Context: an optimization exercise on an open-source flow, tuned for small area. The choices shown serve that exercise and are no tape-out recipe.
Function was checked by simulation only, so behaviour that the tests miss may differ from the original.
Power is estimated from default activity; no workload was simulated.

== v21 ==
## bsrw
module bsrw (
    input             clk,
    input             rst,
    input             host_we,
    input      [2:0]  host_addr,
    input      [31:0] host_wdata,
    output            busy,
    output     [31:0] res0,
    output     [31:0] status,
    output            mem_req,
    output            mem_we,
    output     [9:0]  mem_addr,
    output     [7:0]  mem_wdata,
    input      [7:0]  mem_rdata,
    input             mem_ready,
    output            out_valid,
    output     [7:0]  out_data,
    input             out_ready
);
    localparam OP_CREATE = 4'h1, OP_DESTROY = 4'h2, OP_AT_END = 4'h3,
               OP_RD1    = 4'h4, OP_RDBITS  = 4'h5, OP_RDFIELD = 4'h6,
               OP_RDBA   = 4'h7, OP_REMBYT  = 4'h8, OP_REMBIT  = 4'h9,
               OP_WRBITS = 4'hA, OP_WRFIELD = 4'hB, OP_WRBA    = 4'hC,
               OP_DUMP   = 4'hD;
    localparam ST_IDLE = 4'd0,  ST_LD   = 4'd1,  ST_DEC  = 4'd2,  ST_CR   = 4'd3,
               ST_RD   = 4'd4,  ST_RW   = 4'd5,  ST_BA   = 4'd6,  ST_BW   = 4'd7,
               ST_WR   = 4'd8,  ST_DHDR = 4'd9,  ST_DROW = 4'd10, ST_DHEX = 4'd11,
               ST_DBAR = 4'd12, ST_DASC = 4'd13, ST_DSP  = 4'd14, ST_DLF  = 4'd15;
    reg [3:0]  st;
    reg [2:0]  ph;           
    reg [79:0]  rbase;
    reg [87:0]  rlen;
    reg [111:0] rpos;
    reg [23:0]  rcb;         
    reg [13:0] a0v;
    reg        a0sat, a0neg;
    reg [31:0] arg1, arg2;
    reg [3:0]  opc, cid;
    reg        sf, ill;
    reg [14:0] r0;
    reg        err;
    reg [3:0]  fc;
    reg [1:0]  rs;
    reg [7:0]  acc;
    reg [13:0] R;            
    reg [2:0]  b;            
    reg [10:0] ptr;
    reg        ain, aout;    
    reg        zp;           
    reg        skip;         
    reg        nsrc;         
    function gt14;
  ...
Size in the first run: ~460 flip-flops, ~140 I/O pins, ~19000 um^2 of cells after synthesis.
==> flow/config.mk <==
export PLATFORM = sky130hd
export DESIGN_NAME = bsrw
export DESIGN_NICKNAME = bsrw
export VERILOG_FILES = /design/flow/design.v
export SDC_FILE = /design/flow/constraint.sdc
export NUM_CORES = 4
export LEC_CHECK = 0
export CAP_MARGIN = 20
export CORE_MARGIN = 2
export CORE_UTILIZATION = 40
export PLACE_DENSITY = 0.8
export SLEW_MARGIN = 20
==> flow/constraint.sdc <==
create_clock -name core_clock -period 20.0 [get_ports {clk}]
set_input_delay 4.0000 -clock core_clock [delete_from_list [all_inputs] [get_ports {clk}]]
set_output_delay 4.0000 -clock core_clock [all_outputs]
set_load 0.01 [all_outputs]
standard.sh (not shown) runs the stock make flow with config.mk's settings and CLKGATE_MAP_FILE= SYNTH_SCRIPT=/design/flow/synth_recipe.tcl, a recipe that flattens the netlist after the stock synthesis.
==> flow/flow/run.sh <==
#!/bin/bash
# Own layout flow: the standard flow (standard.sh), with these changes to how the
# layout is made:
#  * synthesis: the same ORFS synthesis script (synth_recipe.tcl), so the same registers,
#    but ABC maps the logic with an area-oriented script (flow/abc_area.script) and
#    adders are left to ABC instead of the fa/ha cell map;
#  * ports are buffered with sky130_fd_sc_hd__buf_1;
#  * clock tree synthesis uses small clusters of clkbuf_4 buffers and no dummy loads.
# Each make run's full output goes to its own log here (synth_make.log, layout_make.log);
# ORFS also keeps each tool's log under orfs/logs/.
set -uo pipefail
here=$(pwd)
rm -rf "$here/scripts_area"
cp -r "$FLOW_HOME/scripts" "$here/scripts_area"
chmod -R u+w "$here/scripts_area"
cp "$here/flow/abc_area.script" "$here/scripts_area/abc_area.script"
bash standard.sh "SCRIPTS_DIR=$here/scripts_area" ABC_AREA=1 ADDER_MAP_FILE= synth > synth_make.log 2>&1
status=$?
if [[ $status -ne 0 ]]; then
  tail -30 synth_make.log
  exit $status
fi
bash standard.sh \
  "BUFFER_PORTS_ARGS=-buffer_cell sky130_fd_sc_hd__buf_1" \
  "CTS_ARGS=-sink_clustering_enable -repair_clock_nets -dont_use_dummy_load -buf_list sky130_fd_sc_hd__clkbuf_4 -sink_clustering_size 9 -sink_clustering_max_diameter 45" \
  finish > layout_make.log 2>&1
status=$?
tail -20 layout_make.log
exit $status
==> flow/flow/abc_area.script <==
strash
&get -n
&fraig -x
&put
scorr
dc2
dretime
strash
&get -n
&dch -f
&nf {D}
&put
strash
&get -n
&dch -f
&nf {D}
&put
strash
&get -n
&dch -f
&nf {D}
&put
strash
&get -n
&dch -f
&nf {D}
&put
v21 completed end to end with timing, DRC and antenna clean.
[inputs] v51 vs v21
Settings: swapping 40 for 55 in CORE_UTILIZATION; clearing PLACE_DENSITY, which used to be 0.8.
==> flow/flow/abc_area.script <==
strash
&get -n
&fraig -x
&put
scorr
dc2
dretime
strash
&get -n
&dch -f
&nf -R 1000 {D}
&put
strash
&get -n
&dch -f
&nf -R 1000 {D}
&put
strash
&get -n
&dch -f
&nf -R 1000 {D}
&put
strash
&get -n
&dch -f
&nf -R 1000 {D}
&put
strash
&get -n
&dch -f
&nf -R 1000 {D}
&put
Results
The share of power burned in the clock network of v51 and that of v21 are within noise of each other. Delta (v51 minus v21): number of sequential cells did not really move; initial antenna violation count went down by 2. met3 layer usage reported by global route in v51 is 1.6 points higher than in v21. Going from v21 to v51, setup slack lost 2.21 ns, register share of the cell area picked up an extra 1.3 points, critical path depth picked up an extra 14, portion of total power attributed to combinational logic lost 0.9 points. Area taken by flip-flops and latches: v21 vs v51 identical.
For v47, these inputs were changed with respect to v51:
==> flow/flow/abc_area.script <==
strash
&get -n
&fraig -x
&put
scorr
dc2
dretime
strash
&get -n
&dch -f
&nf {D}
&put
strash
&get -n
&dch -f
&nf {D}
&put
strash
&get -n
&dch -f
&nf {D}
&put
strash
&get -n
&dch -f
&nf {D}
&put
--- outcome ---
- The synthesized cell count of v47 exceeds that of v51 by 56.
- | clock-cell share of area | v47 vs v51 | ≈ equal |
- Routed wire in v47 totals more than in v51.
What v9 does differently from v47 at the input level:
Settings: CORE_UTILIZATION now 40, was 55.
==> comparison <==
- The final layout from v9, which completed every stage, passed the timing, design-rule and antenna checks at the end of the flow.
- Delta (v9 minus v47): number of iterations in the first detailed-routing pass went down by 2; met2 track demand over resource has decreased.
- Looking at worst hold slack, v9 sits 0.032 ns below v47.
- In the flow results for v47 and v9, the area growth from synthesis to layout is smaller on v47.
- Compared with v47, v9 shows a lower wire length on met3.
- Between v47 and v9, logic gate share of total power increased.
- v9 vs v47: number of cell instances on the worst register-to-register path down in v9

==> re-timing with driven ports <==
No port has a modelled driver above. Below, the same layouts with a new extraction and two added sets of constraints.
Step 1, drivers: a clkbuf_16 drives clk and a buf_2 each remaining input, both assumed.
Step 2 also shifts input and output timing later by t, the mid clock arrival at the registers, as if the neighbouring blocks saw the same clock.
Slacks: no drivers / after step 1 / after step 2; pairs: no drivers / after step 1.
| run | shift t [ns] | setup WS [ns] | clock arrival spread, ns | worst slew at a driven data input, ns | cell pins on the clock port's net |
|---|---|---|---|---|---|
| v21 | 0.845 | 7.166 / 7.111 / 7.956 | 0.093 / 0.093 | 0.04 | 1 |
| v51 | 0.778 | 4.953 / 4.899 / 5.676 | 0.054 / 0.053 | 0.03 | 1 |
| v47 | 0.781 | 7.434 / 7.380 / 8.161 | 0.065 / 0.066 | 0.04 | 1 |
| v9 | 0.842 | 7.268 / 7.216 / 8.058 | 0.097 / 0.096 | 0.04 | 1 |
After both steps every run listed still meets setup and hold.
